From an optimization exercise on the open Yosys and OpenROAD flow, aimed at small area, a short achievable clock period and few clock cycles per item; shortcuts taken in it are not production practice. At most, simulation tests tie the RTL to the original design; equivalence was not proved. Function not checked in run 2: the RTL went through the layout flow alone. Power figures rest on the tool's default switching activity, not on a simulated workload.

==> design.v <==
module hpd_pd_engine (
    input  wire         clk,
    input  wire         rst,
    input  wire         ht_we,
    input  wire [3:0]   ht_idx,
    input  wire         ht_valid,
    input  wire [3:0]   ht_len,
    input  wire [11:0]  ht_pat,
    input  wire [7:0]   ht_code,
    input  wire [7:0]   ltidx,
    input  wire         cmd_valid,
    input  wire [1:0]   cmd_op,
    output wire         cmd_ready,
    input  wire         in_valid,
    input  wire [7:0]   in_data,
    input  wire         in_last,
    output reg          in_ready,
    output wire         done,
    output reg          pvalid,
    output reg          hdr,
    output reg  [4:0]   err_code,
    output reg  [15:0]  err_ptr,
    output reg  [15:0]  bitptr,
    output reg          inchain,
    output reg  [3:0]   ccount,
    output reg  [15:0]  pcount,
    output reg  [15:0]  derrcnt,
    output wire [511:0] acc
);
    localparam NSLOT = 64;
    localparam C     = 33;       
    localparam OP_INIT = 2'd0;
    localparam OP_STEP = 2'd1;
    localparam E_NONE       = 5'h00;
    localparam E_HUF_SHORT  = 5'h01;
    localparam E_HUF_LONG   = 5'h02;
    localparam E_SIGN_BAD   = 5'h03;
    localparam E_SIGN_SHORT = 5'h04;
    localparam E_PD_RANGE   = 5'h06;
    localparam E_PD_HDR_LEN = 5'h07;
    localparam E_CFG_LTIDX  = 5'h12;
    localparam S_CLR  = 3'd0;    
    localparam S_IDLE = 3'd1;
    localparam S_MARK = 3'd2;    
    localparam S_HDR  = 3'd3;
    localparam S_CONT = 3'd4;
    localparam S_FIN  = 3'd5;    
    localparam S_DONE = 3'd6;
    reg  [15:0]  tkv;
    reg  [3:0]   tl  [0:15];
    reg  [11:0]  tp  [0:15];
    reg  [7:0]   tc  [0:15];
    reg  [7:0]   acc_r [0:NSLOT-1];
    reg  [7:0]   sav   [0:NSLOT-1];
    reg  [2:0]   state;
    reg  [7:0]   stc;        
    reg  [15:0]  cnt;        
    reg  [6:0]   sl1;        
    reg  [C-1:0] bb;         
    reg  [5:0]   avail;      
    reg  [13:0]  bbn;        
    reg          last_seen;
    reg          rflag;      
    reg          eadj;       
    reg  [4:0]   ecode;
    reg  [4:0]   eoff;
    reg          v2;
    reg          neg2;
    reg          big2;
    reg  [3:0]   c1_2;
    reg  [15:0]  m2_2;       
    reg  [11:1]  H2_2;       
    reg          e1r;        
    reg  [3:0]   z1_2;
    reg  [3:0]   z2_2;
    assign cmd_ready = (state == S_IDLE);
    assign done      = (state == S_DONE);
    genvar g;
    generate
        for (g = 0; g < NSLOT; g = g + 1) begin : g_acc
            assign acc[8*g +: 8] = acc_r[g];
        end
    endgenerate
    reg  [11:0]  tm [0:15];
    integer j, jb;
    always @(*) begin
        for (j = 0; j < 16; j = j + 1)
            for (jb = 0; jb < 12; jb = jb + 1)
                tm[j][11-jb] = (tl[j] > jb);
    end
    function [3:0] zcount;       
        input [12:1] H;
        begin
            zcount[3] = ~H[8];
            zcount[2] = ~H[4] & H[8];
            zcount[1] = (~H[2] & H[4]) | (~H[6] & H[8]) | (~H[10] & H[12]);
            zcount[0] = (~H[1] & H[2]) | (~H[3] & H[4]) | (~H[5] & H[6]) |
                        (~H[7] & H[8]) | (~H[9] & H[10]) | (~H[11] & H[12]);
        end
    endfunction
    reg  [11:0]  w1, w2;
    reg  [15:0]  m1, m2, ml1, ml2_2;
    reg  [12:1]  H1, H2;
    reg  [7:0]   code1;
    reg          seen1;
    integer      k, n, k2, n2i, n3, n4;
    always @(*) begin
        for (k = 0; k < 16; k = k + 1)
            m1[k] = tkv[k] & (((w1 ^ ~tp[k]) & tm[k]) == 12'd0);
        for (n = 1; n <= 11; n = n + 1) begin
            H1[n] = 1'b0;
            for (k = 0; k < 16; k = k + 1)
                H1[n] = H1[n] | (m1[k] & ~tm[k][11-n]);
        end
        H1[12] = |m1;
        for (k = 0; k < 16; k = k + 1) begin
            ml1[k] = m1[k];
            for (n = 1; n <= 11; n = n + 1)
                ml1[k] = ml1[k] & ~(H1[n] & tm[k][11-n]);
        end
        seen1 = 1'b0;
        code1 = 8'd0;
        for (k = 0; k < 16; k = k + 1) begin
            code1 = code1 | ({8{ml1[k] & ~seen1}} & tc[k]);
            seen1 = seen1 | ml1[k];
        end
    end
    always @(*) begin
        for (k2 = 0; k2 < 16; k2 = k2 + 1)
            m2[k2] = tkv[k2] & (((w2 ^ tp[k2]) & tm[k2]) == 12'd0);
        for (n2i = 1; n2i <= 11; n2i = n2i + 1) begin
            H2[n2i] = 1'b0;
            for (k2 = 0; k2 < 16; k2 = k2 + 1)
                H2[n2i] = H2[n2i] | (m2[k2] & ~tm[k2][11-n2i]);
        end
        H2[12] = |m2;
    end
    wire         in_fire = in_valid & in_ready;
    wire         act1   = (state == S_CONT) & ~sl1[6] & ~e1r;
    wire         bin    = in_fire & act1;
    wire         fin    = last_seen;
    wire         a2     = (avail >= 6'd2);
    wire         sbad   = ~bbn[13];
    wire         neg1   = ~bbn[12];
    wire [5:0]   r1     = avail - 6'd2;      
    always @(*) w1 = bbn[11:0];
    wire [3:0]   z1     = zcount(H1);        
    wire         any1   = H1[12];
    reg          fit1;                       
    always @(*) begin
        fit1 = any1 & (r1 >= 6'd12);
        for (n3 = 1; n3 <= 11; n3 = n3 + 1)
            fit1 = fit1 | (H1[n3] & (r1 == n3));
    end
    wire         long1  = ~any1 & (r1 >= 6'd12);
    wire [12:1]  F1     = H1 & ~{H1[11:1], 1'b0};   
    integer      n5;
    always @(*) begin
        w2 = 12'd0;
        for (n5 = 1; n5 <= 12; n5 = n5 + 1)
            w2 = w2 | ({12{F1[n5]}} & bb[C-3-n5 -: 12]);
    end
    wire [3:0]   z2     = zcount(H2);
    wire         any2   = H2[12];
    wire [5:0]   r2     = r1 - 6'd1 - {2'b00, z1};   
    reg          fit2;
    always @(*) begin
        fit2 = any2 & (r2 >= 6'd12);
        for (n4 = 1; n4 <= 11; n4 = n4 + 1)
            fit2 = fit2 | (H2[n4] & (r2 == n4));
    end
    wire         long2  = ~any2 & (r2 >= 6'd12);
    wire [C-1:0] ins0   = bin ? ({in_data, {(C-8){1'b0}}} >> avail) : {C{1'b0}};
    wire [C-1:0] bbi    = bb | ins0;
    wire [12:1]  F2     = H2 & ~{H2[11:1], 1'b0};   
    wire [C-1:0] bx1    = (bbi << 3) << z1;
    wire [5:0]   avb    = r2 + (bin ? 6'd8 : 6'd0);
    reg  [C-1:0] bbc;
    reg  [5:0]   avc;
    integer      n6;
    always @(*) begin
        bbc = {C{1'b0}};
        avc = 6'd0;
        for (n6 = 1; n6 <= 12; n6 = n6 + 1) begin
            bbc = bbc | ({C{F2[n6]}} & (bx1 << n6));
            avc = avc | ({6{F2[n6]}} & (avb - n6));
        end
    end
    wire [5:0]   av0    = avail + (bin ? 6'd8 : 6'd0);
    reg          e1;
    reg  [4:0]   e1code;
    reg  [4:0]   e1off;
    reg          cons;
    always @(*) begin
        e1     = 1'b0;
        e1code = E_SIGN_SHORT;
        e1off  = 5'd0;
        cons   = 1'b0;
        if (!a2) begin
            e1     = fin;
        end else if (sbad) begin
            e1     = 1'b1;
            e1code = E_SIGN_BAD;
        end else if (!fit1) begin
            e1     = long1 | fin;
            e1code = long1 ? E_HUF_LONG : E_HUF_SHORT;
            e1off  = 5'd2;
        end else if (!fit2) begin
            e1     = long2 | fin;
            e1code = long2 ? E_HUF_LONG : E_HUF_SHORT;
            e1off  = {1'b0, z1} + 5'd3;
        end else begin
            cons   = 1'b1;
        end
        e1   = e1 & act1;
        cons = cons & act1;
    end
    wire [7:0]   old    = acc_r[0];
    reg  [7:0]   c2_2;
    reg          seen2;
    integer      k3, n7;
    always @(*) begin
        for (k3 = 0; k3 < 16; k3 = k3 + 1) begin
            ml2_2[k3] = m2_2[k3];
            for (n7 = 1; n7 <= 11; n7 = n7 + 1)
                ml2_2[k3] = ml2_2[k3] & ~(H2_2[n7] & tm[k3][11-n7]);
        end
        seen2 = 1'b0;
        c2_2  = 8'd0;
        for (k3 = 0; k3 < 16; k3 = k3 + 1) begin
            c2_2  = c2_2 | ({8{ml2_2[k3] & ~seen2}} & tc[k3]);
            seen2 = seen2 | ml2_2[k3];
        end
    end
    wire [4:0]   magh   = {1'b0, c1_2} + {1'b0, c2_2[7:4]};
    wire [7:0]   mag    = {magh[3:0], c2_2[3:0]};
    wire [8:0]   sum9   = neg2 ? ({1'b0, old} - {1'b0, mag})
                               : ({1'b0, old} + {1'b0, mag});
    wire         ok2    = ~big2 & ~magh[4] & ~sum9[8];
    wire         rdone   = ~rflag | (stc == 8'd0) | stc[7];
    wire         step    = (state == S_CLR) |
                           ((state == S_HDR) & in_fire & ~stc[6]) |
                           ((state == S_CONT) & v2 & ok2) |
                           ((state == S_FIN) & ~rdone);
    reg  [7:0]   a_in;
    always @(*) begin
        case (state)
            S_CLR:   a_in = 8'd0;
            S_HDR:   a_in = in_data;
            S_CONT:  a_in = sum9[7:0];
            default: a_in = stc[6] ? sav[0] : acc_r[0];
        endcase
    end
    integer i;
    always @(posedge clk) begin
        if (step) begin
            for (i = 0; i < NSLOT - 1; i = i + 1) begin
                acc_r[i] <= acc_r[i+1];
                sav[i]   <= sav[i+1];
            end
            acc_r[NSLOT-1] <= a_in;
            sav[NSLOT-1]   <= acc_r[0];
        end
    end
    always @(posedge clk) begin
        if (rst) begin
            tkv <= 16'd0;
        end else if (ht_we && state == S_IDLE) begin
            tkv[ht_idx] <= ht_valid && ht_len != 4'd0 && ht_len <= 4'd12;
            tl[ht_idx]  <= ht_len;
            tp[ht_idx]  <= ht_pat << (4'd12 - ht_len);
            tc[ht_idx]  <= ht_code;
        end
    end
    always @(*) begin
        case (state)
            S_IDLE:  in_ready = cmd_valid && cmd_op == OP_STEP;
            S_MARK,
            S_HDR:   in_ready = 1'b1;
            S_CONT:  in_ready = ~last_seen & (sl1[6] | (avail <= C - 8));
            S_FIN:   in_ready = ~last_seen;
            default: in_ready = 1'b0;
        endcase
    end
    wire [7:0]  marker_hdr = 8'hAA + ltidx;
    wire        mark_now   = ((state == S_IDLE) & cmd_valid & (cmd_op == OP_STEP) &
                              (ltidx <= 8'h55) & in_valid) |
                             ((state == S_MARK) & in_valid);
    wire        last_now   = in_fire & in_last;
    wire [15:0] cnt_add    = cnt + ((state == S_HDR) ? 16'd1 :
                                    ({12'd0, z1_2} + {12'd0, z2_2} + 16'd4));
    task automatic fail;
        input [4:0]  code;
        input [15:0] ptr;
        begin
            err_code <= code;
            err_ptr  <= ptr;
            inchain  <= 1'b0;
            ccount   <= 4'd0;
            derrcnt  <= derrcnt + 16'd1;
        end
    endtask
    always @(posedge clk) begin
        if (rst) begin
            state     <= S_CLR;
            stc       <= 8'd0;
            last_seen <= 1'b0;
            rflag     <= 1'b0;
            eadj      <= 1'b0;
            v2        <= 1'b0;
            pvalid    <= 1'b0;
            hdr       <= 1'b0;
            err_code  <= E_NONE;
            err_ptr   <= 16'd0;
            bitptr    <= 16'd0;
            inchain   <= 1'b0;
            ccount    <= 4'd0;
            pcount    <= 16'd0;
            derrcnt   <= 16'd0;
        end else begin
            if (step)
                stc <= stc + 8'd1;
            if (last_now)
                last_seen <= 1'b1;
            case (state)
                S_CLR: begin
                    if (stc == 8'd63)
                        state <= S_IDLE;
                end
                S_IDLE: begin
                    stc       <= 8'd0;
                    last_seen <= last_now;
                    rflag     <= 1'b0;
                    eadj      <= 1'b0;
                    if (cmd_valid) begin
                        err_code <= E_NONE;
                        err_ptr  <= 16'd0;
                        case (cmd_op)
                            OP_INIT: begin
                                inchain <= 1'b0;
                                ccount  <= 4'd0;
                                pvalid  <= 1'b0;
                                hdr     <= 1'b0;
                                pcount  <= 16'd0;
                                state   <= S_DONE;
                            end
                            OP_STEP: begin
                                pvalid <= 1'b0;
                                hdr    <= 1'b0;
                                if (ltidx > 8'h55) begin
                                    err_code  <= E_CFG_LTIDX;
                                    err_ptr   <= {8'd0, ltidx};
                                    state     <= last_now ? S_DONE : S_FIN;
                                end else if (!in_valid) begin
                                    state <= S_MARK;
                                end
                            end
                            default: begin  
                                inchain <= 1'b0;
                                ccount  <= 4'd0;
                                pvalid  <= 1'b0;
                                hdr     <= 1'b0;
                                state   <= S_DONE;
                            end
                        endcase
                    end
                end
                S_HDR: begin
                    if (in_fire) begin
                        if (cnt != 16'hFFFF)
                            cnt <= cnt_add;
                        if (in_last) begin
                            if (cnt == 16'd63) begin
                                inchain <= 1'b1;
                                ccount  <= 4'd0;
                                pvalid  <= 1'b1;
                                pcount  <= pcount + 16'd1;
                                state   <= S_DONE;
                            end else begin
                                fail(E_PD_HDR_LEN, (cnt == 16'hFFFF) ? 16'hFFFF : cnt_add);
                                rflag <= 1'b1;
                                state <= S_FIN;
                            end
                        end
                    end
                end
                S_CONT: begin
                    if (cons) begin
                        bb    <= bbc;
                        bbn   <= ~bbc[C-1 -: 14];
                        avail <= avc;
                        sl1   <= sl1 + 7'd1;
                    end else begin
                        bb    <= bbi;
                        bbn   <= ~bbi[C-1 -: 14];
                        avail <= av0;
                    end
                    v2   <= cons;
                    neg2 <= neg1;
                    big2 <= |code1[7:4];
                    c1_2 <= code1[3:0];
                    m2_2 <= m2;
                    H2_2 <= H2[11:1];
                    z1_2 <= z1;
                    z2_2 <= z2;
                    if (!e1r) begin
                        ecode <= (v2 && !ok2) ? E_PD_RANGE : e1code;
                        eoff  <= (v2 && !ok2) ? 5'd0 : e1off;
                    end
                    e1r <= e1;
                    if (v2 && !ok2) begin
                        eadj  <= 1'b1;
                        rflag <= 1'b1;
                        state <= S_FIN;
                    end else begin
                        if (v2)
                            cnt <= cnt_add;
                        if (v2 && stc == 8'd63) begin
                            bitptr  <= cnt_add;
                            ccount  <= ccount + 4'd1;
                            if (ccount == 4'd8)
                                inchain <= 1'b0;
                            pvalid  <= 1'b1;
                            pcount  <= pcount + 16'd1;
                            state   <= (last_seen | last_now) ? S_DONE : S_FIN;
                        end else if (e1r) begin
                            eadj  <= 1'b1;
                            rflag <= 1'b1;
                            state <= S_FIN;
                        end
                    end
                end
                S_FIN: begin
                    if (eadj) begin
                        fail(ecode, cnt + {11'd0, eoff});
                        eadj <= 1'b0;
                    end
                    if (rdone && (last_seen || last_now))
                        state <= S_DONE;
                end
                S_DONE: begin
                    state <= S_IDLE;
                end
                default: begin  
                end
            endcase
            if (mark_now) begin
                if (in_data == marker_hdr) begin
                    hdr <= 1'b1;
                    cnt <= 16'd0;
                    if (in_last) begin
                        fail(E_PD_HDR_LEN, 16'd0);
                        state <= S_DONE;
                    end else begin
                        state <= S_HDR;
                    end
                end else if (inchain) begin
                    bb    <= {C{1'b0}};
                    bbn   <= 14'h3FFF;
                    avail <= 6'd0;
                    cnt   <= 16'd0;
                    sl1   <= 7'd0;
                    v2    <= 1'b0;
                    e1r   <= 1'b0;
                    state <= S_CONT;
                end else begin
                    state <= in_last ? S_DONE : S_FIN;
                end
            end
        end
    end
endmodule
==> run.sh <==
#!/bin/bash
# synth_recipe.tcl (not shown) runs the flow's synth.tcl, then flattens the netlist and writes it again
# the make line also repeats each setting of config.mk as NAME=value (left out here)
make -C /OpenROAD-flow-scripts/flow DESIGN_CONFIG=/design/flow/config.mk WORK_HOME=/design/flow/orfs CLKGATE_MAP_FILE= SYNTH_SCRIPT=/design/flow/synth_recipe.tcl finish
==> config.mk <==
export PLATFORM = sky130hd
export DESIGN_NAME = hpd_pd_engine
export DESIGN_NICKNAME = hpd_pd_engine
export VERILOG_FILES = /design/flow/design.v
export SDC_FILE = /design/flow/constraint.sdc
export NUM_CORES = 4
export LEC_CHECK = 0
export CAP_MARGIN = 20
export CORE_MARGIN = 2
export CORE_UTILIZATION = 50
export CTS_CLUSTER_DIAMETER = 100
export CTS_CLUSTER_SIZE = 30
export SETUP_SLACK_MARGIN = 4
export SLEW_MARGIN = 20
==> constraint.sdc <==
create_clock -name core_clock -period 12.0 [get_ports {clk}]
set_input_delay 2.4000 -clock core_clock [delete_from_list [all_inputs] [get_ports {clk}]]
set_output_delay 2.4000 -clock core_clock [all_outputs]
set_load 0.01 [all_outputs]
==> results.py, run 1 <==
metrics = {
    "setup_path": {
        "cp_slowest_cell": "o32ai_4",
        "crit_path_end_kind": "flop",
        "path_class": "flop to flop",
        "startpoint_type": "flop",
        "path_max_fanout": 9,
        "rr_endpoint": "bb[28]$_DFFE_PN_",
        "cp.arrival_ns": 8.91,
        "critical_path.max_stage_delay_ns": 0.89,
        "r2r-start": "tl[13][1]$_DFFE_PP_",
        "rr_worst_depth": 32,
        "reg2reg_slack_ns": 3.59,
        "required_ns": 12.50,
    },
    "timing": {
        "min_period_ns": 8.41,
        "finalMaxSlewViolations": 0,
        "hold_violations": 0,
        "fin_crit_sh_pct": 70.1,
        "rsz0062_at_grt": "yes",
        "setup_viol": 0,
        "worstMarginPinSlew_ns": 1.22,
        "setup-tns-final_ns": 0,
        "fmax_mhz": 119,
        "worst_clock_skew_ns": 0.102,
        "max_slew_margin_pct": 18.4,
    },
    "clock_tree": {
        "path_clk_slew_ns": 0.11,
        "htreeDepth": 3,
        "cts.path.max_buffers": 3,
        "insertion_delay_ns": 0.84,
        "cts_made_buffers": 71,
        "cts_sinks": 1641,
        "clockRootBuffer": "clkbuf_16",
        "hold_buffers": 0,
        "cts_tree": "yes",
    },
    "logic_synthesis": {
        "synth-main-ff-cell": "edfxtp_1",
        "synth_top_cell_by_area": "edfxtp_1",
        "synth_commonest_cells": "1534 x edfxtp_1, 473 x nand2_1, 425 x nor2_1, 322 x a21oi_1, 231 x o21ai_0",
        "ys_types": 133,
        "synth_most_common_cell": "edfxtp_1",
        "syn-cell-area_um2": 77800,
        "syn_inst": 6255,
        "yosys_warnings": 4,
        "synthDominantCellAreaShare_pct": 59.2,
        "synth_seq_cells": 1641,
        "mappedNetlistNets": 6390,
        "netlist_top_cells_area": "edfxtp_1 59%, dfxtp_1 2.8%, xnor2_1 2.6%",
        "yosysSeqAreaShare_pct": 61.9,
        "syn_area_per_cell_um2": 12.4,
        "synth_edf_count": 1534,
        "ys_async_sr_fraction_pct": 0,
    },
    "worst_hold_path": {
        "min_to": "sav[52][1]$_DFFE_PP_",
        "hold_depth": 0,
        "worstHoldStart": "sav[53][1]$_DFFE_PP_",
        "hold_class": "flop to flop",
    },
    "place": {
        "dpl_cell_area_um2": 89100,
        "dp_hpwl_mm": 265,
        "gp_congestion": 1.21,
        "port_buffers": 643,
    },
    "grt": {
        "grt_pass1_vias": 61200,
        "grt_pass1_wl_mm": 496,
        "grt_start_max_net_pins": 220,
        "grt_use_total_pct": 45.3,
        "antenna_found_initial": 45,
        "grt_overflow_total": 0,
    },
    "die": {
        "die_w_um": 399,
        "dieHeight_um": 399,
        "coreArea_um2": 154000,
        "initial_utilization_pct": 50.4,
        "placementRows": 144,
        "ios": 644,
        "die-area_um2": 159000,
    },
    "pwr": {
        "pwr-share-seq_pct": 56.3,
        "internal_power_w": 0.0126,
        "p_sw_share_pct": 32.0,
        "combPwrFrac_pct": 26.9,
        "leakage_nw": 35.1,
        "cellPowerDensity_nw_per_um2": 186,
        "switchingPower_w": 0.00593,
        "ir_drop_mv": 0.166,
        "p_clk_share_pct": 16.8,
    },
    "finish": {
        "final_core_util_pct": 64.3,
        "area_growth_pct": 27.6,
        "final_cell_area_um2": 99300,
        "finalNetCount": 7611,
        "layout-drive-gt1-share_pct": 21.3,
    },
    "drt": {
        "drt_iter0_drc": 13200,
        "dr.pass1.iters": 16,
        "wl_per_cell_um": 39.1,
        "drc": 0,
        "viasPerCell": 7.14,
        "vias": 68600,
        "wl_mm": 376,
        "drtAntennaViolNets": 0,
    },
    "run": {
        "max-cap-violations": 0,
    },
    "status": {
        "status": "timing/DRC/antenna clean",
    },
}
[registers in the layout (all words and copies together), names as in the netlist, 7 cells and up]
register / cells
sav: 512
bitptr: 16
tkv: 16
bb: 33
err_ptr: 16
acc_r: 512
m2_2: 16
bbn: 14
sl1: 7
tc: 128
derrcnt: 16
H2_2: 11
tl: 64
pcount: 16
tp: 192
cnt: 16
stc: 8
[layout make-up]
cell class / instances / area, um^2
inverter: 157 / 626
sequential: 1641 / 48200
tap: 2044 / 2560
multi-input combinational: 4081 / 30800
timing repair buffer: 1524 / 14700
clock inverter: 20 / 374
clock buffer: 99 / 1900
fill: 11500 / 55100
antenna: 42 / 105
[worst max-delay path, delay by kind of cell, from the launching register on]
family / cells / cell delay, ns
buffers and inverters: 10 / 1.78
AO/OA/AOI/OAI: 10 / 3.34
XOR/XNOR: 1 / 0.18
AND/OR/NAND/NOR: 11 / 2.18
flip-flops: 1 / 0.57
[power by group through the flow]
stage                     Combinational (W)  Sequential, W  Clock [W]
final                               0.00497         0.0104    0.00311
after detailed placement            0.00470         0.0105          0
after CTS                           0.00481         0.0105    0.00312
after global routing                0.00517         0.0106    0.00330
after global placement              0.00463         0.0104          0
after floorplan                     0.00139         0.0117          0
[metal layers]
metal	up-vias	global-route usage (%)	share of wire (%)
met4	32	30.6	9.0
li1	26900	-	-
met2	6326	63.6	41
met1	33500	56.3	35
met5	-	0.424	0.096
met3	1874	19.5	15
[kinds of logic after synthesis]
| group | after synthesis | synth area share [%] |
|---|---|---|
| compound gates | 1702 | 15.9 |
| mux | 89 | 1.26 |
| fa+ha+maj | 91 | 1.49 |
| buf+inv | 534 | 3.01 |
| other cells | 1 | 0.00482 |
| simple gates | 1756 | 11.5 |
| flops | 1641 | 61.9 |
| xor+xnor | 441 | 4.97 |
[what timing repair did]
item / CTS / global route
setup buffers: 282 / 172
setup endpoints to repair: 1162 / 937
resized for setup: 340 / 357
pin swaps: 56 / 122
gates cloned: 2 / 10
[worst max path at each step]
stage                              from             endpoint  slack (ns)
global placement    tl[13][1]$_DFFE_PP_     bb[29]$_DFFE_PN_        2.03
floorplan            tl[4][2]$_DFFE_PP_  stc[4]$_SDFFE_PP0P_      -12.64
CTS                  tl[2][3]$_DFFE_PP_     bb[29]$_DFFE_PN_        3.85
detailed placement   tl[1][2]$_DFFE_PP_     bb[29]$_DFFE_PN_        2.11
finish              tl[13][1]$_DFFE_PP_     bb[28]$_DFFE_PN_        3.59
global route        tl[13][3]$_DFFE_PP_     bb[28]$_DFFE_PN_        3.65
[per-stage QoR]
| step | cells | worst slack, ns | total power, W | hold slack [ns] |
|---|---|---|---|---|
| after floorplan | 6255 | -12.64 | 0.0131 | 0.400 |
| after global placement | 8978 | 2.03 | 0.0150 | 0.401 |
| after detailed placement | 8979 | 2.11 | 0.0152 | 0.405 |
| after CTS | 9382 | 3.85 | 0.0184 | 0.411 |
| after global routing | 9574 | 3.65 | 0.0191 | 0.420 |
| final | 9608 | 3.59 | 0.0185 | 0.411 |
[cell usage in the layout (no fill, tap or decap), types with 34 or more instances in the layout]
master and count:
a211oi_1 62, a21o_1 47, a21oi_1 309, a221oi_1 58
a222oi_1 59, a22oi_1 111, a31oi_1 36, and2_1 43
and3_1 54, buf_12 81, buf_4 698, buf_6 71
clkbuf_16 83, clkdlybuf4s50_1 639, dfxtp_1 107, diode_2 42
edfxtp_1 1534, ha_1 74, inv_1 139, mux2i_1 62
nand2_1 448, nand2b_1 38, nand3_1 117, nand4_1 74
nor2_1 374, nor3_1 90, nor4_1 38, o2111ai_1 56
o21ai_0 212, o221ai_1 40, o22ai_1 122, or2_2 34
or3_1 42, xnor2_1 223, xor2_1 202
Testbench counts, summed over its fixed seeds: cycles 69,122, packets 968.
==> inputs of run 2 (changes only) <==
--- a/design.v
+++ b/design.v
@@ -58,7 +58,6 @@
     reg  [6:0]   sl1;        
     reg  [C-1:0] bb;         
     reg  [5:0]   avail;      
-    reg  [13:0]  bbn;        
     reg          last_seen;
     reg          rflag;      
     reg          eadj;       
@@ -106,7 +105,7 @@
     integer      k, n, k2, n2i, n3, n4;
     always @(*) begin
         for (k = 0; k < 16; k = k + 1)
-            m1[k] = tkv[k] & (((w1 ^ ~tp[k]) & tm[k]) == 12'd0);
+            m1[k] = tkv[k] & (((w1 ^ tp[k]) & tm[k]) == 12'd0);
         for (n = 1; n <= 11; n = n + 1) begin
             H1[n] = 1'b0;
             for (k = 0; k < 16; k = k + 1)
@@ -140,10 +139,10 @@
     wire         bin    = in_fire & act1;
     wire         fin    = last_seen;
     wire         a2     = (avail >= 6'd2);
-    wire         sbad   = ~bbn[13];
-    wire         neg1   = ~bbn[12];
+    wire         sbad   = bb[C-1];
+    wire         neg1   = bb[C-2];
     wire [5:0]   r1     = avail - 6'd2;      
-    always @(*) w1 = bbn[11:0];
+    always @(*) w1 = bb[C-3 -: 12];
     wire [3:0]   z1     = zcount(H1);        
     wire         any1   = H1[12];
     reg          fit1;                       
@@ -387,12 +386,10 @@
                 S_CONT: begin
                     if (cons) begin
                         bb    <= bbc;
-                        bbn   <= ~bbc[C-1 -: 14];
                         avail <= avc;
                         sl1   <= sl1 + 7'd1;
                     end else begin
                         bb    <= bbi;
-                        bbn   <= ~bbi[C-1 -: 14];
                         avail <= av0;
                     end
                     v2   <= cons;
@@ -456,7 +453,6 @@
                     end
                 end else if (inchain) begin
                     bb    <= {C{1'b0}};
-                    bbn   <= 14'h3FFF;
                     avail <= 6'd0;
                     cnt   <= 16'd0;
                     sl1   <= 7'd0;
--- a/config.mk
+++ b/config.mk
@@ -7,8 +7,6 @@
 export LEC_CHECK = 0
 export CAP_MARGIN = 20
 export CORE_MARGIN = 2
-export CORE_UTILIZATION = 50
-export CTS_CLUSTER_DIAMETER = 100
-export CTS_CLUSTER_SIZE = 30
+export CORE_UTILIZATION = 40
 export SETUP_SLACK_MARGIN = 4
 export SLEW_MARGIN = 20
==> run 2 against run 1 <==
  * Sequential cell count is 14 lower
  * Synthesized cell count decreased by 0.48%
  * Clock-buffer cell count is 119 higher
  * Worst hold slack got worse by 0.020 ns
  * Utilization down 9.8 points
  * Sequential share of layout area shrank 2.5 points
  * Fmax increased by 2.2%
  * Clock power up 71%
==> results.py, run 2 <==
metrics = {
    "logic_synthesis": {
        "syn_area_per_cell_um2": 12.3,
        "yosysSeqAreaShare_pct": 62.2,
        "netlist_top_cells_area": "edfxtp_1 59%, dfxtp_1 2.8%, xor2_1 2.8%",
        "synth_commonest_cells": "1520 x edfxtp_1, 486 x nand2_1, 461 x nor2_1, 301 x a21oi_1, 243 x xor2_1",
        "ys_async_sr_fraction_pct": 0,
        "synth-main-ff-cell": "edfxtp_1",
        "synth_seq_cells": 1627,
        "synthDominantCellAreaShare_pct": 59.4,
        "mappedNetlistNets": 6360,
        "ys_types": 118,
        "syn-cell-area_um2": 76900,
        "synth_edf_count": 1520,
        "syn_inst": 6225,
        "synth_most_common_cell": "edfxtp_1",
        "yosys_warnings": 4,
        "synth_top_cell_by_area": "edfxtp_1",
    },
    "drt": {
        "drc": 0,
        "vias": 66800,
        "drt_iter0_drc": 10500,
        "viasPerCell": 6.46,
        "wl_mm": 400,
        "drtAntennaViolNets": 0,
        "wl_per_cell_um": 38.7,
        "dr.pass1.iters": 13,
    },
    "pwr": {
        "ir_drop_mv": 0.246,
        "total_power_w": 0.0235,
        "cellPowerDensity_nw_per_um2": 227,
        "leakage_nw": 37.8,
    },
    "setup_path": {
        "crit_path_end_kind": "flop",
        "crit_buf_inv": 12,
        "worst_path_most_repeated_cell": "buf_4",
        "r2r-start": "bb[22]$_DFFE_PN_",
        "path_max_fanout": 16,
        "rr_endpoint": "avail[4]$_DFFE_PN_",
        "critical_path.max_stage_delay_ns": 0.60,
        "cp_slowest_cell": "or4_4",
        "rr_worst_depth": 32,
        "reg2reg_slack_ns": 3.77,
        "required_ns": 12.53,
        "path_class": "flop to flop",
        "cp.arrival_ns": 8.76,
        "critPathTopFamily": "simple AND/OR/NAND/NOR gates",
        "startpoint_type": "flop",
    },
    "die": {
        "die_w_um": 442,
        "dieHeight_um": 442,
        "initial_utilization_pct": 40.3,
        "coreArea_um2": 191000,
        "ios": 644,
        "placementRows": 160,
        "die-area_um2": 196000,
    },
    "finish": {
        "layout-drive-gt1-share_pct": 24.1,
        "fillers": 16100,
        "top_regs": "acc_r (512), sav (512), tp (192)",
        "final_cell_mix": "1520 x edfxtp_1, 750 x buf_4, 639 x clkdlybuf4s50_1, 471 x nand2_1, 413 x nor2_1",
        "final_common_cell": "edfxtp_1",
        "finalNetCount": 7807,
        "final_core_util_pct": 54.5,
        "area_growth_pct": 35.2,
    },
    "grt": {
        "grt_pass1_vias": 60100,
        "grt_pass1_wl_mm": 520,
        "grt_start_max_net_pins": 118,
        "grt_overflow_total": 0,
        "grt_use_total_pct": 38.6,
        "antenna_found_initial": 51,
    },
    "place": {
        "gp_congestion": 1.15,
        "dp_slack_ns": 1.80,
        "port_buffers": 643,
        "dp_hpwl_mm": 290,
    },
    "timing": {
        "finalMaxSlewViolations": 0,
        "worstMarginPinSlew_ns": 1.28,
        "worst_slack_ns": 3.77,
        "fin_crit_sh_pct": 68.6,
        "setup-tns-final_ns": 0,
        "rsz0062_at_grt": "yes",
        "max_slew_margin_pct": 14.3,
        "hold_violations": 0,
        "min_period_ns": 8.23,
        "fmax_mhz": 122,
        "setup_viol": 0,
        "worst_clock_skew_ns": 0.0537,
    },
    "worst_hold_path": {
        "worstHoldStart": "sav[4][7]$_DFFE_PP_",
        "hold_depth": 0,
        "min_to": "sav[3][7]$_DFFE_PP_",
        "hold_class": "flop to flop",
    },
    "clock_tree": {
        "hold_buffers": 0,
        "cts.path.max_buffers": 3,
        "cts_sinks": 1627,
        "path_clk_slew_ns": 0.06,
        "htreeDepth": 4,
        "clockRootBuffer": "clkbuf_16",
        "cts_made_buffers": 173,
        "cts_tree": "yes",
        "insertion_delay_ns": 0.84,
    },
    "run": {
        "max-cap-violations": 0,
    },
    "status": {
        "status": "timing/DRC/antenna clean",
    },
}
-- run 2: cell types whose count changed after synthesis, moves of 15 or more --
cell	change
a21oi_1	-21
a222oi_1	-28
a22oi_1	-21
buf_2	-16
buf_4	+17
nor2_1	+36
nor3_1	+29
o2111ai_1	-36
o211ai_1	+16
o22a_1	+15
o22ai_1	+47
xnor2_1	-32
xor2_1	+33
-- run 2: area by class of cell --
cell class	instances	area [um^2]	share of cell area [%]
flip-flops and latches	1627	47800	46.0
multi-input cells	4054	30000	28.8
repair buffers	1660	16800	16.2
clock buffers	218	4630	4.45
well taps	2511	3140	3.02
clock inverters	97	947	0.911
inverters	156	592	0.569
diodes	14	35.0	0.0337
-- run 2: cell families (layout without fill, tap and decap cells) --
family | Yosys count | after routing | share of synthesized area, %
xor+xnor | 441 | 441 | 5.03
mux | 87 | 87 | 1.24
buf+inv | 547 | 2131 | 3.17
compound gates | 1657 | 1658 | 15.4
flops | 1627 | 1627 | 62.2
simple gates | 1781 | 1783 | 11.5
fa+ha+maj | 84 | 84 | 1.42
other cells | 1 | 15 | 0.00488
-- run 2: worst register-to-register path: cells and delay by family (launching register included) --
family	cells	cell delay [ns]
AO/OA/AOI/OAI	9	2.37
flip-flops	1	0.41
XOR/XNOR	2	0.27
AND/OR/NAND/NOR	9	2.69
buffers and inverters	12	2.19
-- run 2: per-stage QoR --
| step | cells | area, um^2 | hold slack, ns |
|---|---|---|---|
| 6_report | 10300 | 104000 | 0.390 |
| 5_1_grt | 10300 | 104000 | 0.408 |
| 4_1_cts | 10000 | 98600 | 0.395 |
| 3_5_place_dp | 9478 | 89300 | 0.405 |
| 3_3_place_gp | 9472 | 89100 | 0.400 |
| 2_1_floorplan | 6225 | 76900 | 0.400 |
-- run 2: metal layers --
| metal | global-route usage [%] | up-vias | part of all wire (%) |
|---|---|---|---|
| li1 | - | 27100 | - |
| met1 | 51.3 | 33500 | 39 |
| met2 | 56.0 | 4852 | 42 |
| met3 | 12.0 | 1283 | 12 |
| met4 | 21.1 | 32 | 7.0 |
| met5 | 0 | - | 0.077 |
-- run 2: worst max path at each step --
stage	startpoint	to	slack [ns]	cells past startpoint
CTS	tl[2][1]$_DFFE_PP_	bb[32]$_DFFE_PN_	4.00	32
finish	bb[22]$_DFFE_PN_	avail[4]$_DFFE_PN_	3.77	32
floorplan	H2_2[7]$_DFFE_PP_	stc[5]$_SDFFE_PP0P_	2.27	35
global route	tl[2][2]$_DFFE_PP_	avail[4]$_DFFE_PN_	3.60	31
global placement	bb[28]$_DFFE_PN_	bb[32]$_DFFE_PN_	0.47	28
detailed placement	tl[6][1]$_DFFE_PP_	bb[32]$_DFFE_PN_	1.80	29
-- run 2: timing repair --
action,4_1_cts,5_1_grt
setup endpoints to repair,1168,1114
setup buffers,219,242
resized for setup,361,437
gates cloned,10,57
pin swaps,78,121
-- run 2: where the power goes --
group	switching (W)	internal, W
Sequential	0.00118	0.00959
Combinational	0.00402	0.00345
Clock	0.00239	0.00292

re-timing with driven ports:
The flow's constraints put no driver on any port. The routed layouts listed below were extracted and timed again, unchanged, in two steps.
Step 1 (the two cells are an assumption about what drives the block):
set clk [get_ports {clk}]
set_driving_cell -lib_cell sky130_fd_sc_hd__clkbuf_16 $clk
set_driving_cell -lib_cell sky130_fd_sc_hd__buf_2 [delete_from_list [all_inputs] $clk]
Step 2 also shifts input and output timing later by t, the mid clock arrival at the registers, as if the neighbouring blocks saw the same clock.
Slacks: ideal ports / drivers / drivers and shift; pairs: ideal ports / drivers.
run	shift t [ns]	setup slack, ns	clock arrival spread, ns
run 1	0.877	3.592 / 3.592 / 3.592	0.106 / 0.106
run 2	0.910	3.770 / 3.770 / 3.770	0.053 / 0.054
After both steps every run listed still meets setup and hold.
